Background: an optimization exercise with open tools, aiming at small area. Do not read the settings as production practice. No functional check of the RTL was part of this run. Power figures rest on the tool's default switching activity, not on a simulated workload.

==> design/flow/design.v <==
module camlink_uart_tx (
    input  wire        clk,
    input  wire        rst,
    input  wire [10:0] div,      
    input  wire        start,    
    input  wire [7:0]  data,
    output wire        busy,
    output wire        done,     
    output wire        tx
);
    reg        active;
    reg [9:0]  shreg;            
    reg [3:0]  nbits;            
    reg [10:0] cnt;
    reg        done_r;
    always @(posedge clk) begin
        if (rst) begin
            active <= 1'b0;
            shreg  <= 10'h3ff;
            nbits  <= 4'd0;
            cnt    <= 11'd0;
            done_r <= 1'b0;
        end else begin
            done_r <= 1'b0;
            if (!active) begin
                if (start) begin
                    active <= 1'b1;
                    shreg  <= {1'b1, data, 1'b0};
                    nbits  <= 4'd10;
                    cnt    <= div - 11'd1;
                end
            end else if (cnt != 11'd0) begin
                cnt <= cnt - 11'd1;
            end else if (nbits == 4'd1) begin
                active <= 1'b0;
                shreg  <= 10'h3ff;
                nbits  <= 4'd0;
                done_r <= 1'b1;
            end else begin
                shreg <= {1'b1, shreg[9:1]};
                nbits <= nbits - 4'd1;
                cnt   <= div - 11'd1;
            end
        end
    end
    assign busy = active;
    assign done = done_r;
    assign tx   = active ? shreg[0] : 1'b1;
endmodule
module camlink_uart_rx (
    input  wire        clk,
    input  wire        rst,
    input  wire [10:0] div,      
    input  wire        enable,   
    input  wire        rx,       
    output reg         valid,    
    output reg  [7:0]  data
);
    localparam S_IDLE = 2'd0, S_START = 2'd1, S_DATA = 2'd2, S_STOP = 2'd3;
    reg [1:0]  state;
    reg [10:0] cnt;
    reg [2:0]  bitn;
    reg [7:0]  shreg;
    always @(posedge clk) begin
        if (rst) begin
            state <= S_IDLE;
            cnt   <= 11'd0;
            bitn  <= 3'd0;
            shreg <= 8'd0;
            valid <= 1'b0;
            data  <= 8'd0;
        end else begin
            valid <= 1'b0;
            if (!enable) begin
                state <= S_IDLE;
            end else begin
                case (state)
                S_IDLE: if (!rx) begin
                    state <= S_START;
                    cnt   <= {1'b0, div[10:1]} - 11'd1;   
                end
                S_START: if (cnt != 11'd0) begin
                    cnt <= cnt - 11'd1;
                end else if (rx) begin
                    state <= S_IDLE;                    
                end else begin
                    state <= S_DATA;
                    bitn  <= 3'd0;
                    cnt   <= div - 11'd1;
                end
                S_DATA: if (cnt != 11'd0) begin
                    cnt <= cnt - 11'd1;
                end else begin
                    shreg <= {rx, shreg[7:1]};
                    cnt   <= div - 11'd1;
                    if (bitn == 3'd7) state <= S_STOP;
                    bitn <= bitn + 3'd1;
                end
                S_STOP: if (cnt != 11'd0) begin
                    cnt <= cnt - 11'd1;
                end else begin
                    valid <= 1'b1;
                    data  <= shreg;
                    state <= S_IDLE;
                end
                endcase
            end
        end
    end
endmodule
module camlink (
    input  wire        clk,
    input  wire        rst,          
    input  wire        cmd_valid,
    input  wire [39:0] cmd_word,     
    input  wire        ctrl_we,
    input  wire        ctrl_wdata,   
    output wire        busy,
    input  wire [5:0]  rd_addr,
    output reg  [31:0] rd_data,
    output wire        uart_tx,
    input  wire        uart_rx,
    output reg         img_valid,
    output reg  [7:0]  img_data,
    output reg         pkt_done,
    output reg         pkt_ok
);
    localparam [2:0] ST_DISC = 3'd0, ST_CONF = 3'd1, ST_READY = 3'd2, ST_FOCUS = 3'd3,
                     ST_CAPT = 3'd4, ST_UPLD = 3'd5, ST_RESET = 3'd6;
    localparam [1:0] SP_IDLE = 2'd0, SP_TX = 2'd1, SP_RX = 2'd2, SP_SWITCH = 2'd3;
    localparam [3:0] OP_NONE = 4'd0, OP_OPEN = 4'd1, OP_CLOSE = 4'd2, OP_CONFIGURE = 4'd3,
                     OP_GETVERSION = 4'd4, OP_AUTOFOCUS = 4'd5, OP_CAPTURE = 4'd6,
                     OP_UPLOAD = 4'd7, OP_RESET = 4'd8;
    localparam [3:0] E_OK = 4'd0, E_MALFORMED = 4'd1, E_DEVICE = 4'd2, E_TIMEOUT = 4'd3,
                     E_CHECKSUM = 4'd4, E_INCOMPLETE = 4'd5, E_STATE = 4'd6, E_PARAM = 4'd7,
                     E_ORDER = 4'd8;
    localparam [7:0] OPC_CONFIG = 8'h44, OPC_GETVERSION = 8'h01, OPC_AUTOFOCUS = 8'h3C,
                     OPC_CAPTURE = 8'h40, OPC_UPLOAD = 8'h48;
    localparam [1:0] DEF_PKT = 2'd2;
    localparam [2:0] DEF_BAUD = 3'd4;
    function [7:0] baud_code(input [2:0] b);
        baud_code = {5'd0, b};
    endfunction
    function [7:0] pkt_code(input [1:0] s);
        pkt_code = {6'd0, s};
    endfunction
    function [7:0] focus_code(input [1:0] m);
        focus_code = {6'd0, m};
    endfunction
    function [10:0] baud_div(input [2:0] b);
        case (b)
            3'd0: baud_div = 11'd1920;
            3'd1: baud_div = 11'd960;
            3'd2: baud_div = 11'd480;
            3'd3: baud_div = 11'd320;
            3'd4: baud_div = 11'd160;
            3'd5: baud_div = 11'd80;
            3'd6: baud_div = 11'd40;
            default: baud_div = 11'd20;
        endcase
    endfunction
    function [11:0] pkt_size(input [1:0] s);
        case (s)
            2'd0: pkt_size = 12'd256;
            2'd1: pkt_size = 12'd512;
            2'd2: pkt_size = 12'd1024;
            default: pkt_size = 12'd2048;
        endcase
    endfunction
    reg [2:0]  sstate;
    reg [1:0]  step;
    reg [3:0]  op;
    reg [3:0]  err;
    reg        rxck;
    reg [2:0]  baud_sel;
    reg [1:0]  pkt_sel;
    reg [31:0] timeout;
    reg        link_open;
    reg        cap_valid;
    reg [23:0] total_bytes;
    reg [15:0] packet_count;
    reg [15:0] idx;
    reg [26:0] buf_len;
    reg [15:0] skip_count;
    reg [7:0]  ck;
    reg [7:0]  opc;
    reg [7:0]  p   [0:5];
    reg [7:0]  txf [0:12];
    reg [7:0]  rb  [0:12];
    reg [11:0] rx_need;
    reg [3:0]  pkt_err;
    reg [2:0]  nbaud;
    reg [1:0]  npkt;
    reg [1:0]  txph;         
    reg [3:0]  tx_pos;       
    reg        tx_wait;      
    reg        rx_fin;       
    reg [11:0] rx_pos;       
    reg [31:0] rd_timer;     
    reg [7:0]  rsum;         
    reg [7:0]  sh  [0:12];   
    integer i;
    wire [10:0] div = baud_div(baud_sel);
    reg        rx_s1, rx_s2;
    always @(posedge clk) begin
        if (rst) begin
            rx_s1 <= 1'b1;
            rx_s2 <= 1'b1;
        end else begin
            rx_s1 <= uart_rx;
            rx_s2 <= rx_s1;
        end
    end
    wire       utx_start = (step == SP_TX) && (txph == 2'd2) && !tx_wait;
    wire       utx_busy, utx_done;
    wire [7:0] utx_data = txf[tx_pos];
    camlink_uart_tx u_tx (
        .clk(clk), .rst(rst), .div(div),
        .start(utx_start), .data(utx_data),
        .busy(utx_busy), .done(utx_done), .tx(uart_tx)
    );
    wire       urx_en = (step == SP_RX) && !rx_fin;
    wire       urx_valid;
    wire [7:0] urx_data;
    camlink_uart_rx u_rx (
        .clk(clk), .rst(rst), .div(div), .enable(urx_en), .rx(rx_s2),
        .valid(urx_valid), .data(urx_data)
    );
    wire [3:0]  c_code = cmd_word[39:36];
    wire [2:0]  c_a    = cmd_word[34:32];
    wire [31:0] c_w    = cmd_word[31:0];
    reg c_legal;
    always @(*) begin
        case (c_code)
            OP_OPEN:       c_legal = (sstate == ST_DISC);
            OP_CLOSE:      c_legal = 1'b1;
            OP_CONFIGURE:  c_legal = (sstate == ST_CONF);
            OP_GETVERSION: c_legal = (sstate == ST_READY);
            OP_AUTOFOCUS:  c_legal = (sstate == ST_READY);
            OP_CAPTURE:    c_legal = (sstate == ST_READY);
            OP_UPLOAD:     c_legal = (sstate == ST_READY) && cap_valid;
            OP_RESET:      c_legal = (sstate == ST_READY);
            default:       c_legal = 1'b0;
        endcase
    end
    wire c_reserved = (c_code == 4'd0) || (c_code > 4'd8);
    wire c_badparam = (c_code == OP_AUTOFOCUS) &&
                      ((c_a[1:0] == 2'd3) || ((c_a[1:0] == 2'd2) && (c_w[15:0] > 16'd750)));
    wire [11:0] ps     = pkt_size(pkt_sel);
    wire [11:0] tb_mod = total_bytes[11:0] & (ps - 12'd1);
    wire [11:0] exp_len = (idx != packet_count) ? ps :
                          (tb_mod == 12'd0)     ? ps : tb_mod;
    wire hdr_ok  = (sh[0] == 8'h7E) && (sh[1] == 8'h00) && (sh[2] == 8'h08) && (sh[3] == 8'h00);
    wire tail_ok = (sh[12] == 8'hE7);
    wire ck_ok   = (sh[11] == rsum);
    reg [3:0] dec_err;
    always @(*) begin
        if (!hdr_ok || !tail_ok)  dec_err = E_MALFORMED;
        else if (rxck && !ck_ok)  dec_err = E_CHECKSUM;
        else if (sh[4] != 8'h00)  dec_err = E_DEVICE;
        else                      dec_err = E_OK;
    end
    wire [26:0] buf_len_add = buf_len + {15'd0, rx_need - 12'd13};
    always @(posedge clk) begin
        if (rst) begin
            sstate       <= ST_DISC;
            step         <= SP_IDLE;
            op           <= OP_NONE;
            err          <= E_OK;
            rxck         <= 1'b0;
            baud_sel     <= DEF_BAUD;
            pkt_sel      <= DEF_PKT;
            timeout      <= 32'd0;
            link_open    <= 1'b0;
            cap_valid    <= 1'b0;
            total_bytes  <= 24'd0;
            packet_count <= 16'd0;
            idx          <= 16'd0;
            buf_len      <= 27'd0;
            skip_count   <= 16'd0;
            ck           <= 8'd0;
            opc          <= 8'd0;
            rx_need      <= 12'd0;
            pkt_err      <= E_OK;
            nbaud        <= DEF_BAUD;
            npkt         <= DEF_PKT;
            for (i = 0; i < 6; i = i + 1)  p[i]   <= 8'd0;
            for (i = 0; i < 13; i = i + 1) txf[i] <= 8'd0;
            for (i = 0; i < 13; i = i + 1) rb[i]  <= 8'd0;
            for (i = 0; i < 13; i = i + 1) sh[i]  <= 8'd0;
            txph         <= 2'd0;
            tx_pos       <= 4'd0;
            tx_wait      <= 1'b0;
            rx_fin       <= 1'b0;
            rx_pos       <= 12'd0;
            rd_timer     <= 32'd0;
            rsum         <= 8'd0;
            img_valid    <= 1'b0;
            img_data     <= 8'd0;
            pkt_done     <= 1'b0;
            pkt_ok       <= 1'b0;
        end else begin
            img_valid <= 1'b0;
            pkt_done  <= 1'b0;
            pkt_ok    <= 1'b0;
            case (step)
            SP_IDLE: begin
                if (ctrl_we)
                    rxck <= ctrl_wdata;
                if (cmd_valid) begin
                    if (c_reserved) begin
                        err <= E_PARAM;
                    end else if (!c_legal) begin
                        err <= E_STATE;
                    end else if (c_badparam) begin
                        err <= E_PARAM;
                    end else begin
                        err <= E_OK;
                        op  <= c_code;
                        txph <= 2'd0;
                        case (c_code)
                        OP_OPEN: begin
                            link_open <= 1'b1;
                            baud_sel  <= c_a;
                            timeout   <= c_w;
                            cap_valid <= 1'b0;
                            sstate    <= ST_CONF;
                        end
                        OP_CLOSE: begin
                            link_open <= 1'b0;
                            cap_valid <= 1'b0;
                            sstate    <= ST_DISC;
                        end
                        OP_CONFIGURE: begin
                            nbaud <= c_a;
                            npkt  <= c_w[1:0];
                            opc   <= OPC_CONFIG;
                            p[0]  <= baud_code(c_a);
                            p[1]  <= pkt_code(c_w[1:0]);
                            p[2]  <= 8'd0; p[3] <= 8'd0; p[4] <= 8'd0; p[5] <= 8'd0;
                            txph  <= 2'd1;
                            step  <= SP_TX;
                        end
                        OP_GETVERSION: begin
                            opc   <= OPC_GETVERSION;
                            for (i = 0; i < 6; i = i + 1) p[i] <= 8'd0;
                            txph  <= 2'd1;
                            step  <= SP_TX;
                        end
                        OP_AUTOFOCUS: begin
                            opc   <= OPC_AUTOFOCUS;
                            p[0]  <= focus_code(c_a[1:0]);
                            p[1]  <= (c_a[1:0] == 2'd2) ? c_w[15:8] : 8'd0;
                            p[2]  <= (c_a[1:0] == 2'd2) ? c_w[7:0]  : 8'd0;
                            p[3]  <= 8'd0; p[4] <= 8'd0; p[5] <= 8'd0;
                            sstate <= ST_FOCUS;
                            txph  <= 2'd1;
                            step  <= SP_TX;
                        end
                        OP_CAPTURE: begin
                            cap_valid <= 1'b0;
                            buf_len   <= 27'd0;
                            opc   <= OPC_CAPTURE;
                            p[0]  <= c_w[31:24];
                            p[1]  <= c_w[23:16];
                            p[2]  <= c_w[15:8];
                            p[3]  <= c_w[7:0];
                            p[4]  <= 8'd0; p[5] <= 8'd0;
                            sstate <= ST_CAPT;
                            txph  <= 2'd1;
                            step  <= SP_TX;
                        end
                        OP_UPLOAD: begin
                            buf_len    <= 27'd0;
                            skip_count <= 16'd0;
                            pkt_err    <= E_OK;
                            if (packet_count != 16'd0) begin
                                idx    <= 16'd1;
                                sstate <= ST_UPLD;
                                txph   <= 2'd0;
                                step   <= SP_TX;
                            end else begin
                                idx <= 16'd0;
                                err <= (total_bytes == 24'd0) ? E_OK : E_INCOMPLETE;
                            end
                        end
                        OP_RESET: begin
                            nbaud <= DEF_BAUD;
                            npkt  <= DEF_PKT;
                            opc   <= OPC_CONFIG;
                            p[0]  <= baud_code(DEF_BAUD);
                            p[1]  <= pkt_code(DEF_PKT);
                            p[2]  <= 8'd0; p[3] <= 8'd0; p[4] <= 8'd0; p[5] <= 8'd0;
                            sstate <= ST_RESET;
                            txph  <= 2'd1;
                            step  <= SP_TX;
                        end
                        default: ;
                        endcase
                    end
                end
            end
            SP_TX: begin
                case (txph)
                2'd0: begin
                    opc  <= OPC_UPLOAD;
                    p[0] <= 8'h01;
                    p[1] <= idx[15:8];
                    p[2] <= idx[7:0];
                    p[3] <= packet_count[15:8];
                    p[4] <= packet_count[7:0];
                    p[5] <= 8'h00;
                    txph <= 2'd1;
                end
                2'd1: begin
                    txf[0]  <= 8'h7E;
                    txf[1]  <= 8'h00;
                    txf[2]  <= 8'h08;
                    txf[3]  <= 8'h00;
                    txf[4]  <= opc;
                    for (i = 0; i < 6; i = i + 1) txf[5 + i] <= p[i];
                    txf[11] <= 8'h08 + opc + p[0] + p[1] + p[2] + p[3] + p[4] + p[5];
                    ck      <= 8'h08 + opc + p[0] + p[1] + p[2] + p[3] + p[4] + p[5];
                    txf[12] <= 8'hE7;
                    rx_need <= (sstate == ST_UPLD) ? (12'd13 + exp_len) : 12'd13;
                    tx_pos  <= 4'd0;
                    tx_wait <= 1'b0;
                    txph    <= 2'd2;
                end
                default: begin
                    if (!tx_wait) begin
                        tx_wait <= 1'b1;
                    end else if (utx_done) begin
                        tx_wait <= 1'b0;
                        if (tx_pos == 4'd12) begin
                            step     <= SP_RX;
                            rx_fin   <= 1'b0;
                            rx_pos   <= 12'd0;
                            rd_timer <= 32'd0;
                            rsum     <= 8'd0;
                        end else begin
                            tx_pos <= tx_pos + 4'd1;
                        end
                    end
                end
                endcase
            end
            SP_RX: begin
                if (!rx_fin) begin
                    rd_timer <= rd_timer + 32'd1;
                    if (urx_valid) begin
                        rx_pos <= rx_pos + 12'd1;
                        if (rx_pos <= 12'd10)
                            sh[rx_pos[3:0]] <= urx_data;
                        else if (rx_pos == rx_need - 12'd2)
                            sh[11] <= urx_data;
                        else if (rx_pos == rx_need - 12'd1)
                            sh[12] <= urx_data;
                        else begin
                            img_valid <= 1'b1;
                            img_data  <= urx_data;
                        end
                        if (rx_pos >= 12'd1 && rx_pos <= rx_need - 12'd3)
                            rsum <= rsum + urx_data;
                        if (rx_pos == rx_need - 12'd1)
                            rx_fin <= 1'b1;
                    end else if (rd_timer >= timeout) begin
                        if (sstate == ST_UPLD) begin
                            skip_count <= skip_count + 16'd1;
                            pkt_err    <= E_TIMEOUT;
                            pkt_done   <= 1'b1;
                            pkt_ok     <= 1'b0;
                            if (idx == packet_count) begin
                                err    <= (buf_len == {3'd0, total_bytes}) ? E_OK : E_INCOMPLETE;
                                sstate <= ST_READY;
                                step   <= SP_IDLE;
                            end else begin
                                idx  <= idx + 16'd1;
                                txph <= 2'd0;
                                step <= SP_TX;
                            end
                        end else begin
                            err       <= E_TIMEOUT;
                            link_open <= 1'b0;
                            cap_valid <= 1'b0;
                            sstate    <= ST_DISC;
                            step      <= SP_IDLE;
                        end
                    end
                end else begin
                    rx_fin <= 1'b0;
                    for (i = 0; i < 13; i = i + 1) rb[i] <= sh[i];
                    if (rxck && (hdr_ok && tail_ok))
                        ck <= rsum;
                    if (sstate == ST_UPLD) begin
                        pkt_done <= 1'b1;
                        if (dec_err == E_OK) begin
                            pkt_ok  <= 1'b1;
                            buf_len <= buf_len_add;
                        end else begin
                            skip_count <= skip_count + 16'd1;
                            pkt_err    <= dec_err;
                        end
                        if (idx == packet_count) begin
                            if (dec_err == E_OK)
                                err <= (buf_len_add == {3'd0, total_bytes}) ? E_OK : E_INCOMPLETE;
                            else
                                err <= (buf_len == {3'd0, total_bytes}) ? E_OK : E_INCOMPLETE;
                            sstate <= ST_READY;
                            step   <= SP_IDLE;
                        end else begin
                            idx  <= idx + 16'd1;
                            txph <= 2'd0;
                            step <= SP_TX;
                        end
                    end else if (dec_err != E_OK) begin
                        err       <= dec_err;
                        link_open <= 1'b0;
                        cap_valid <= 1'b0;
                        sstate    <= ST_DISC;
                        step      <= SP_IDLE;
                    end else begin
                        case (op)
                        OP_CONFIGURE, OP_RESET: begin
                            pkt_sel <= npkt;
                            step    <= SP_SWITCH;
                        end
                        OP_CAPTURE: begin
                            total_bytes  <= {sh[5], sh[6], sh[7]};
                            packet_count <= {sh[8], sh[9]};
                            cap_valid    <= 1'b1;
                            sstate       <= ST_READY;
                            step         <= SP_IDLE;
                        end
                        default: begin
                            sstate <= ST_READY;
                            step   <= SP_IDLE;
                        end
                        endcase
                    end
                end
            end
            default: begin
                baud_sel <= nbaud;
                sstate   <= ST_READY;
                step     <= SP_IDLE;
            end
            endcase
        end
    end
    assign busy = (step != SP_IDLE);
    always @(*) begin
        case (rd_addr)
            6'd0:  rd_data = {29'd0, sstate};
            6'd1:  rd_data = {30'd0, step};
            6'd2:  rd_data = {28'd0, op};
            6'd3:  rd_data = {28'd0, err};
            6'd4:  rd_data = {31'd0, rxck};
            6'd5:  rd_data = {29'd0, baud_sel};
            6'd6:  rd_data = {30'd0, pkt_sel};
            6'd7:  rd_data = timeout;
            6'd8:  rd_data = {31'd0, link_open};
            6'd9:  rd_data = {31'd0, cap_valid};
            6'd10: rd_data = {8'd0, total_bytes};
            6'd11: rd_data = {16'd0, packet_count};
            6'd12: rd_data = {16'd0, idx};
            6'd13: rd_data = {5'd0, buf_len};
            6'd14: rd_data = {16'd0, skip_count};
            6'd15: rd_data = {24'd0, rb[4]};
            6'd16: rd_data = {24'd0, ck};
            6'd17: rd_data = {24'd0, opc};
            6'd18, 6'd19, 6'd20, 6'd21, 6'd22, 6'd23:
                   rd_data = {24'd0, p[rd_addr - 6'd18]};
            6'd24, 6'd25, 6'd26, 6'd27, 6'd28, 6'd29, 6'd30, 6'd31,
            6'd32, 6'd33, 6'd34, 6'd35, 6'd36:
                   rd_data = {24'd0, txf[rd_addr - 6'd24]};
            6'd37, 6'd38, 6'd39, 6'd40, 6'd41, 6'd42, 6'd43, 6'd44,
            6'd45, 6'd46, 6'd47, 6'd48, 6'd49:
                   rd_data = {24'd0, rb[rd_addr - 6'd37]};
            6'd50: rd_data = {20'd0, rx_need};
            6'd51: rd_data = {28'd0, pkt_err};
            6'd52: rd_data = {29'd0, nbaud};
            6'd53: rd_data = {30'd0, npkt};
            default: rd_data = 32'd0;
        endcase
    end
endmodule
==> design/flow/run.sh <==
#!/bin/bash
# synth_recipe.tcl (not shown) runs the flow's synth.tcl, then flattens the netlist and writes it again
# the make line also repeats each setting of config.mk as NAME=value (left out here)
make -C /OpenROAD-flow-scripts/flow DESIGN_CONFIG=/design/flow/config.mk WORK_HOME=/design/flow/orfs CLKGATE_MAP_FILE= SYNTH_SCRIPT=/design/flow/synth_recipe.tcl finish
==> design/flow/config.mk <==
export PLATFORM = sky130hd
export DESIGN_NAME = camlink
export DESIGN_NICKNAME = camlink
export VERILOG_FILES = /design/flow/design.v
export SDC_FILE = /design/flow/constraint.sdc
export NUM_CORES = 4
export LEC_CHECK = 0
export CAP_MARGIN = 20
export CORE_MARGIN = 2
export CORE_UTILIZATION = 40
export SLEW_MARGIN = 20
==> design/flow/constraint.sdc <==
create_clock -name core_clock -period 10.0 [get_ports {clk}]
set_input_delay 2.0000 -clock core_clock [delete_from_list [all_inputs] [get_ports {clk}]]
set_output_delay 2.0000 -clock core_clock [all_outputs]
set_load 0.01 [all_outputs]
==> impl_metrics.yaml <==
sta:
  fin_crit_sh_pct: 82.2
  setup_viol: 0
  fin_setup_tns_ns: 0
  worst_pin_slew_ns: 1.08
  rsz0062_at_grt: "no"
  skew_ns: 0.0366
  fmax_mhz: 122
  final-hold-violation-count: 0
  fin_ws_ns: 1.78
  finalMaxSlewViolations: 0
  layout_min_cycle_time_ns: 8.22
  max_slew_margin_pct: 27.8
yosys:
  yosys_warnings: 6
  synth-seq-cells: 618
  synth_ff_type: "dfxtp_1"
  synthDistinctLibCells: 95
  synth_fp_nets: 4474
  synth.yosys.seq_area_share_pct: 39.0
  synth-async-reset-ratio_pct: 0
  post_synth.cell_area_avg_um2: 8.02
  synthCells: 4283
  synth_area_um2: 34400
  synth-edff-count: 104
global_routing:
  antenna_found_initial: 3
  grt_max_degree: 89
  grt_pass1_vias: 29900
  track_usage_pct: 28.6
  grt_pass1_wl_um: 194000
  grt_overflow: 0
drt:
  wl_per_cell_um: 24.1
  wl_met2_um: 56500
  ant_nets: 0
  drc: 0
  highest_layer: "met5"
  routed_via_density: 6.02
  first_pass_iters: 9
  wirelength_um: 131000
  vias: 32600
  m1WireLength_um: 55400
  initialDrtViolationCount: 3923
  wl_met3_um: 12900
clocking:
  cts_num_sinks: 618
  cts_buffers: 72
  cts_tree: "built"
  clock_latency_ns: 0.64
  postCtsSetupRepairBufs: 0
  cts_resized: 0
  h-tree-depth: 3
  cts.reportedPaths.clkPinSlew_ns: 0.06
  cts_root_buf: "clkbuf_16"
  max-clock-path-buffers: 3
  cts_hold_buf: 0
floorplanning:
  dieHeight_um: 297
  initial_core_util_pct: 40.3
  row_count: 107
  num_io_pins: 97
  fp.dieW_um: 297
  coreArea_um2: 85100
  die_area_um2: 88200
pwr:
  p_per_area_nw_per_um2: 160
  power_leakage_nw: 13.8
  vdd_drop_max_uv: 103
cells_and_area:
  final_cell_mix: "nand2_1, dfxtp_1, a21oi_1, nor2_1, o21ai_0"
  stdcell_count: 5417
  layout.cells.most_common: "nand2_1"
  fillers: 8576
  multiInputGateArea_um2: 19400
  utilization_pct: 45.3
  final_layout_size_suffix_gt1_share_pct: 5.74
  area_delta_synth_final_pct: 12.2
  nets: 4401
  seq_area_um2: 13400
worst_hold_path:
  holdCritPathClass: "reg -> reg"
placed_design:
  dp_worst_setup_slack_ns: 2.05
  globalplace.congestion: 0.990
  hpwl_um: 93800
  dp_cells: 5280
  port_buffers: 95
critical_path:
  end_kind: "primary output"
  path_class: "in -> out"
  crit_fanout: 20
  required_ns: 8.00
  cp.arrival_ns: 6.22
  critPathLaunchType: "input port"
status:
  status: "timing/DRC/antenna clean"
flow_run:
  drv_cap: 0
[worst max-delay path, cell delays in order]
cell             delay, ns
buf_2                 0.13
inv_1                 0.73
nand2_1               0.57
nor2_1                0.72
inv_1                 0.19
a31oi_1               0.30
a21oi_1               0.09
nor3_1                0.47
o21ai_0               0.40
clkdlybuf4s50_1       0.59
[cell usage after synthesis (17+ instances only)]
cell type / instances / area share [%]
nand2_1: 763 / 8.3
dfxtp_1: 514 / 30
a21oi_1: 496 / 7.2
nor2_1: 327 / 3.6
clkbuf_1: 257 / 2.8
o21ai_0: 148 / 2.2
xnor2_1: 129 / 3.3
nand3_1: 128 / 1.9
and3_1: 123 / 2.2
inv_1: 121 / 1.3
ha_1: 111 / 4.0
edfxtp_1: 104 / 9.1
nor3_1: 96 / 1.4
xor2_1: 74 / 1.9
a22oi_1: 65 / 1.4
nand4_1: 58 / 1.1
nor4_1: 53 / 0.97
mux2i_1: 47 / 1.4
a211oi_1: 42 / 0.92
and2_1: 39 / 0.71
a221oi_1: 35 / 0.89
or3_1: 35 / 0.64
a22o_1: 33 / 0.84
buf_1: 33 / 0.36
a31oi_1: 28 / 0.51
fa_1: 28 / 1.6
a21o_1: 27 / 0.59
a222oi_1: 27 / 0.79
nand2b_1: 25 / 0.46
o211ai_1: 24 / 0.52
nor2b_1: 19 / 0.35
o22ai_1: 17 / 0.31
[layout make-up]
class | count | area share [%]
inverter | 123 | 1.20
antenna | 4 | 0.0260
timing repair buffer | 160 | 3.71
clock inverter | 33 | 0.838
tap | 1144 | 3.71
sequential | 618 | 34.8
multi-input combinational | 3235 | 50.3
clock buffer | 100 | 5.38
[sequential cells by signal, indices dropped and copies added, names as in the netlist, 16 cells and up, named ones only]
name,flops
rb,104
sh,104
txf,54
p,40
rd_timer,32
timeout,32
buf_len,27
total_bytes,24
idx,16
packet_count,16
skip_count,16
[power breakdown]
| part | total [mW] | leakage, nW | switching [mW] | internal, mW |
|---|---|---|---|---|
| Combinational | 0.805 | 7.40 | 0.554 | 0.251 |
| Clock | 2.69 | 1.18 | 1.13 | 1.57 |
| Sequential | 2.66 | 5.21 | 0.0871 | 2.58 |
| Total | 6.16 | 13.8 | 1.77 | 4.39 |
[worst paths after layout]
path / from / end / slack [ns] / cells past startpoint
worst max register to register: rx_need[1]$_SDFFE_PP0P_ / err[0]$_SDFFE_PP0P_ / 4.58 / 17
worst min register to register: rx_s1$_SDFF_PP1_ / rx_s2$_SDFF_PP1_ / 0.41 / 1
worst max-delay path: rd_addr[0] / rd_data[0] / 1.78 / 10
worst min-delay path: rx_s1$_SDFF_PP1_ / rx_s2$_SDFF_PP1_ / 0.41 / 1
[through the flow]
step	power, mW	hold WS (ns)	cell area, um2
finish	6.16	0.411	38500
detailed placement	3.49	0.400	36100
global placement	3.49	0.396	36100
global route	6.36	0.440	38500
CTS	6.17	0.413	38500
floorplan	3.18	0.389	34400
[per-layer routing]
metal  vias up  GRT usage, %
li1      15100             -
met1     15600          39.2
met2      1620          43.4
met3       286          5.94
met4         2          12.5
met5         -             0
[logic make-up (layout without fill, tap and decap cells)]
kind of cell / after synthesis / after routing / synth area share (%)
adders and majority gates: 139 / 139 / 5.67
xor gates and xnor gates: 204 / 204 / 5.24
buffers and inverters: 430 / 416 / 4.79
DFF: 618 / 618 / 39.0
AOI/OAI and AO/OA: 1091 / 1091 / 20.0
muxes: 54 / 54 / 1.63
and+or+nand+nor: 1747 / 1747 / 23.6
other: 0 / 4 / 0

-- afterwards: timing with drivers on the ports --
In the flow no input, the clock included, has a driving cell. The finished layout below was timed again as built, in two steps. Step 1: set_driving_cell puts a clkbuf_16 on clk and a buf_2 on each other input, an assumption about the parent block. Step 2 also shifts input and output timing later by t, the mid clock arrival at the registers, as if the neighbouring blocks saw the same clock. Slacks: ideal ports / drivers / drivers and shift; pairs: ideal ports / drivers.
shift t [ns]: 0.692
slack for setup (ns): 1.783 / 1.765 / 1.765
latest minus earliest clock arrival (ns): 0.038 / 0.038
slew at the worst register clock pin (ns): 0.07 / 0.07
pins driven straight from the clock port: 1
After both steps this run still meets setup and hold. The setup slack of this run moves by -0.018 ns with the drivers and by -0.018 ns with both steps.
